Background: an optimization exercise with open tools, aiming at small area. Do not read the settings as production practice. The RTL was checked by simulation tests, not by an equivalence proof against the original design. Power and IR drop assume default switching activity.

Setup of indigo:
==> flow/design.v <==
module kojisan_sau (
    input  wire        clk,
    input  wire        rst,           
    input  wire        host_we,
    input  wire [2:0]  host_addr,
    input  wire [31:0] host_wdata,
    output reg  [31:0] host_rdata,
    output wire        irq,
    output wire        bus_req,
    output reg  [2:0]  bus_op,
    output reg  [7:0]  bus_wdata,
    output wire        bus_mack,
    input  wire        bus_ans,
    input  wire [1:0]  bus_ans_code,
    input  wire [7:0]  bus_rdata
);
    localparam [3:0] S_W_START   = 4'd1,
                     S_W_ADDR    = 4'd2,
                     S_W_CMD     = 4'd3,
                     S_W_PAYLOAD = 4'd4,
                     S_W_STOP    = 4'd5,
                     S_WAIT      = 4'd6,
                     S_R_START   = 4'd7,
                     S_R_ADDR_W  = 4'd8,
                     S_R_REG     = 4'd9,
                     S_R_RSTART  = 4'd10,
                     S_R_ADDR_R  = 4'd11,
                     S_R_DATA    = 4'd12,
                     S_R_STOP    = 4'd13,
                     S_CHECK     = 4'd14;
    reg        ie;
    reg [6:0]  addr;
    reg        busy, done, err;
    reg [3:0]  seq;         
    reg [2:0]  idx;         
    reg        abort;       
    reg        t_fail;
    reg [7:0]  crc;         
    reg [31:0] tr;          
    reg [29:0] hr;          
    reg        cy_t, cy_h, c_t, c_h;
    function [7:0] crc8b;
        input [7:0] c0, b;
        reg   [7:0] c;
        integer     i;
        begin
            c = c0 ^ b;
            for (i = 0; i < 8; i = i + 1)
                c = c[7] ? ((c << 1) ^ 8'h31) : (c << 1);
            crc8b = c;
        end
    endfunction
    wire        first_byte = (idx == 3'd0) || (idx == 3'd3);
    wire [7:0]  crc_next   = crc8b(first_byte ? 8'hFF : crc, bus_rdata);
    wire        h_bad      = (crc != 8'd0);
    wire in_wait  = (seq == S_WAIT);
    wire in_check = (seq == S_CHECK);
    assign bus_req  = busy && !(seq[2] && seq[1] && !seq[0]);
    assign bus_mack = idx[2] && idx[0];
    wire [3:0] s = seq;
    wire addr_byte = s[3] ^ s[1] ^ s[0];        
    always @(*) begin
        bus_op[2] = abort | (s[2] & ~s[1] & (s[0] | s[3]));
        bus_op[1] = ~abort & ((~s[2] & (s[1] | s[3])) | (~s[3] & s[2] & ~s[0]));
        bus_op[0] = abort | ~(s[3] & ~s[0] & (s[1] | s[2]));
        bus_wdata[0]   = s[3] & s[1];
        bus_wdata[7:1] = addr_byte ? addr : {2'b00, s[1], 2'b00, s[1], 1'b0};
    end
    wire ans_ok    = bus_ans && (bus_ans_code == 2'd0);
    wire ans_nack  = bus_ans && (bus_ans_code == 2'd1);
    wire ans_fault = bus_ans && bus_ans_code[1];
    wire csum = err && in_check;
    wire bus_e = err && !in_check;
    wire [31:0] status_word = {9'd0, err ? idx : 3'd0, err ? seq : 4'd0, 6'd0,
                               csum && h_bad, csum && t_fail,
                               bus_e && !abort, bus_e && abort,
                               csum, err && !(csum && t_fail), 1'b0,
                               err, done, busy};
    wire sel_t = done && (host_addr == 3'd3);
    wire sel_h = done && (host_addr == 3'd4);
    always @(*) begin
        host_rdata = ({32{sel_t}} & tr) | ({32{sel_h}} & {2'b00, hr});
        case (host_addr)
            3'd0:    host_rdata[8] = ie;
            3'd1:    host_rdata = host_rdata | status_word;
            3'd2:    host_rdata[6:0] = addr;
            default: ;
        endcase
    end
    assign irq = ie && (done || err);
    wire wr_ctrl   = host_we && (host_addr == 3'd0);
    wire wr_addr   = host_we && (host_addr == 3'd2);
    wire do_start  = wr_ctrl && host_wdata[0] && !busy;
    wire do_clr    = wr_ctrl && !host_wdata[0] && host_wdata[1] && !busy;
    wire [2:0] pass = crc[7:5];
    wire [4:0] j    = crc[4:0];
    wire conv       = busy && in_check;
    wire waiting    = busy && in_wait;
    wire wait_end   = c_t && (j == 5'd3) && tr[18] && tr[20] && tr[21] && tr[22] && tr[23] && tr[24];
    wire p0 = (pass == 3'd0), p1 = (pass == 3'd1), p2 = (pass == 3'd2),
         p3 = (pass == 3'd3), p4 = (pass == 3'd4);
    wire ta = tr[0] & (c_t || !in_wait);
    wire tb = in_wait ? 1'b0 : (p0 || p1) ? tr[2] :
              p2 ? ~tr[3] :
              p3 ? (tr[16] & (j < 5'd16)) :
              (j == 5'd23 || j == 5'd24 || j == 5'd27 || j >= 5'd29);
    wire tci = (j == 5'd0) ? (!in_wait && (p2 || (p4 && c_t))) :
               ((in_wait && j == 5'd18) || cy_t);
    wire ts  = ta ^ tb ^ tci;
    wire tco = (ta & tb) | (ta & tci) | (tb & tci);
    wire ha = hr[0] & !in_wait;
    wire hb = in_wait ? 1'b0 : (p0 || p1) ? hr[2] :
              p3 ? (hr[16] & (j < 5'd14)) : 1'b0;
    wire hci = (j == 5'd0) ? (p4 && !in_wait && c_h) : cy_h;
    wire hs  = ha ^ hb ^ hci;
    wire hco = (ha & hb) | (ha & hci) | (hb & hci);
    wire h_step = (j < 5'd30);
    always @(posedge clk) begin
        if (rst) begin
            ie    <= 1'b0;
            addr  <= 7'h45;
            busy  <= 1'b0;
            done  <= 1'b0;
            err   <= 1'b0;
        end else begin
            if (wr_ctrl)
                ie <= host_wdata[8];
            if (wr_addr && !busy)
                addr <= host_wdata[6:0];
            if (do_start || do_clr) begin
                done <= 1'b0;
                err  <= 1'b0;
            end
            if (do_start)
                busy <= 1'b1;
            if (busy) begin
                if (in_wait) begin
                    if (wait_end)
                        seq <= seq + 4'd1;
                end else if (in_check) begin
                    if (crc == 8'd159) begin
                        done <= 1'b1;
                        busy <= 1'b0;
                    end
                end else if (abort) begin
                    if (bus_ans) begin
                        err  <= 1'b1;
                        busy <= 1'b0;
                    end
                end else if (ans_fault) begin
                    err  <= 1'b1;
                    busy <= 1'b0;
                end else if (ans_nack) begin
                    abort <= 1'b1;
                end else if (ans_ok) begin
                    if (seq == S_R_DATA && idx != 3'd5)
                        idx <= idx + 3'd1;
                    else
                        seq <= seq + 4'd1;
                    if (seq == S_R_STOP && (t_fail || h_bad)) begin
                        err  <= 1'b1;
                        busy <= 1'b0;
                    end
                end
            end
        end
        if (do_start) begin
            seq   <= S_W_START;
            idx   <= 3'd0;
            abort <= 1'b0;
        end
        if (busy && seq == S_R_DATA && ans_ok) begin
            crc <= crc_next;
            if (idx == 3'd2)
                t_fail <= (crc_next != 8'd0);
        end else if (conv || waiting)
            crc <= crc + 8'd1;
        else if (busy && seq == S_W_STOP)
            crc <= 8'd0;
        if (busy && seq == S_R_DATA && ans_ok) begin
            case (idx)
                3'd0: tr[29:22] <= bus_rdata;
                3'd1: tr[21:14] <= bus_rdata;
                3'd3: hr[28:21] <= bus_rdata;
                3'd4: hr[20:13] <= bus_rdata;
                default: ;
            endcase
        end
        if (busy && seq == S_W_STOP)
            c_t <= 1'b0;
        if (waiting || conv) begin
            tr   <= {ts, tr[31:1]};
            cy_t <= tco;
            if (in_wait) begin
                if (j == 5'd31)
                    c_t <= 1'b1;
            end else if (p3 && j == 5'd15)
                c_t <= ts | tco;
        end
        if (conv || waiting) begin
            if (h_step) begin
                hr   <= {hs, hr[29:1]};
                cy_h <= hco;
                if (p3 && j == 5'd15)
                    c_h <= hs | hco;
            end
        end
    end
endmodule
clock: 500.0 ns
lec_check: 0
cap_margin: 20
core_margin: 2
core_utilization: 40
cts_buf_list: sky130_fd_sc_hd__clkbuf_16
cts_cluster_diameter: 500
cts_cluster_size: 32
slew_margin: 20
standard.sh (not shown) runs the stock make flow with config.mk's settings and CLKGATE_MAP_FILE= SYNTH_SCRIPT=/design/flow/synth_recipe.tcl, a recipe that flattens the netlist after the stock synthesis.
==> flow/flow/run.sh <==
#!/bin/bash
# Standard ORFS layout, except that the port buffers are the smallest buffer cell (buf_1)
# instead of the cell buffer_ports picks by default. Every port still gets its own buffer.
set -euo pipefail
cd "$(dirname "$0")/.."
export BUFFER_PORTS_ARGS="-buffer_cell sky130_fd_sc_hd__buf_1"
bash standard.sh > standard_flow.log 2>&1
### indigo -> pepper
--- a/flow/config.mk
+++ b/flow/config.mk
@@ -13 +13 @@
-export CTS_CLUSTER_SIZE = 32
+export CTS_CLUSTER_SIZE = 48
Notes after the runs:
Final cell count came out exactly the same in pepper and indigo. Comparing pepper against indigo, there is no change at all in wire length of the first global-routing pass. Combinational power delta (pepper -> indigo): insignificant. Changes observed in pepper relative to indigo: average cell area after synthesis ~0 delta, post-synthesis simple-gate area fraction ~0 delta, measured slew at the worst slew-check pin ~0 delta, post-route cell area ~0 delta. pepper vs. indigo: fraction of the core area covered by cells at the end of the flow about even; placement-stage worst setup slack about even; final critical-path required period about even.
Here is what was changed in the inputs of sierra compared with pepper.
==> flow/flow/run.sh <==
#!/bin/bash
# The standard layout (standard.sh) with two changes:
#  - synthesis is the standard flow's own script, except that ABC maps the combinational
#    logic with an area-oriented script (flow/area.abc) instead of ORFS's
#    delay-oriented one; registers are mapped before ABC, so they are the
#    standard synthesis's registers;
#  - every port still gets its own buffer, but it is the smallest buffer cell.
# Each tool's full output goes to the ORFS logs under orfs/logs; the make output
# goes to standard_flow.log.
set -euo pipefail
cd "$(dirname "$0")/.."
W=$PWD
{
  echo 'proc abc {args} {'
  echo '  set i [lsearch $args -script]'
  echo "  if {\$i >= 0} { lset args [expr {\$i+1}] $W/flow/area.abc }"
  echo '  yosys abc {*}$args'
  echo '}'
  cat synth_recipe.tcl
} > area_synth.tcl
export BUFFER_PORTS_ARGS="-buffer_cell sky130_fd_sc_hd__buf_1"
bash standard.sh SYNTH_SCRIPT="$W/area_synth.tcl" finish > standard_flow.log 2>&1
==> flow/flow/area.abc (new file) <==
strash
dc2
dch
amap
--- a/flow/config.mk
+++ b/flow/config.mk
@@ -11,3 +11 @@
-export CTS_BUF_LIST = sky130_fd_sc_hd__clkbuf_16
-export CTS_CLUSTER_DIAMETER = 500
-export CTS_CLUSTER_SIZE = 48
+export CTS_BUF_LIST = sky130_fd_sc_hd__clkbuf_8
Results
sierra against pepper: overall die width lost 3.3%, core utilization rose by 0.53 points. Looking at cell with the biggest individual delay on the critical path, the sky130_fd_sc_hd__nor2b_1 result is from pepper; the sky130_fd_sc_hd__o21ai_0 one comes from sierra. Compared with pepper, in sierra fraction of power consumed by the clock network lost 4.6 points, final worst setup slack lost 0.34 ns, global-route met3 utilization lost 2.5 points.
Changes in xenon relative to sierra:
==> flow/flow/run.sh <==
#!/bin/bash
# Standard ORFS layout, except that the port buffers are the smallest buffer cell (buf_1)
# instead of the cell buffer_ports picks by default. Every port still gets its own buffer.
set -euo pipefail
cd "$(dirname "$0")/.."
export BUFFER_PORTS_ARGS="-buffer_cell sky130_fd_sc_hd__buf_1"
bash standard.sh > standard_flow.log 2>&1
removed: flow/flow/area.abc
--- outcome ---
Multi-input gate share of the layout cell area in xenon is 6.6 points higher than in sierra
Relative to sierra, post-synthesis xor/xnor area fraction has increased by 6.1 points in xenon.
Largest family of logic cells by synthesized area: simple AND/OR/NAND/NOR gates -> xenon, compound AO/OA/AOI/OAI gates -> sierra
xenon has complex-gate fraction of the synthesized area below what sierra had.
xenon has met3 demand-to-capacity share in global routing above what sierra had.
xenon vs. sierra: power consumed by sequential cells went down by about 1%.
Fmax: xenon vs sierra, no meaningful difference

-- separate check: timing with driven ports --
The results above use ideal ports. As a check the final layouts listed here were re-extracted and re-timed, cells and wires unchanged.
Step 1 sets driving cells, clkbuf_16 on the clock port and buf_2 on the other inputs (assumed; they add their load-dependent delay and slew).
Step 2, shift: input delay + t, output delay - t, t = (earliest + latest rising clock arrival at the registers) / 2. This alone moves slack from input paths to output paths.
Slacks: ideal ports / drivers / drivers and shift; pairs: ideal ports / drivers.
| run | t (ns) | slack for setup (ns) | hold WS [ns] |
|---|---|---|---|
| indigo | 0.395 | 298.387 / 298.351 / 298.351 | 0.453 / 0.453 / 0.453 |
| pepper | 0.395 | 298.387 / 298.351 / 298.351 | 0.453 / 0.453 / 0.453 |
| sierra | 0.411 | 298.043 / 298.013 / 298.013 | 0.455 / 0.455 / 0.455 |
| xenon | 0.423 | 298.367 / 298.331 / 298.331 | 0.461 / 0.461 / 0.461 |
After both steps setup and hold are still met in every run listed.
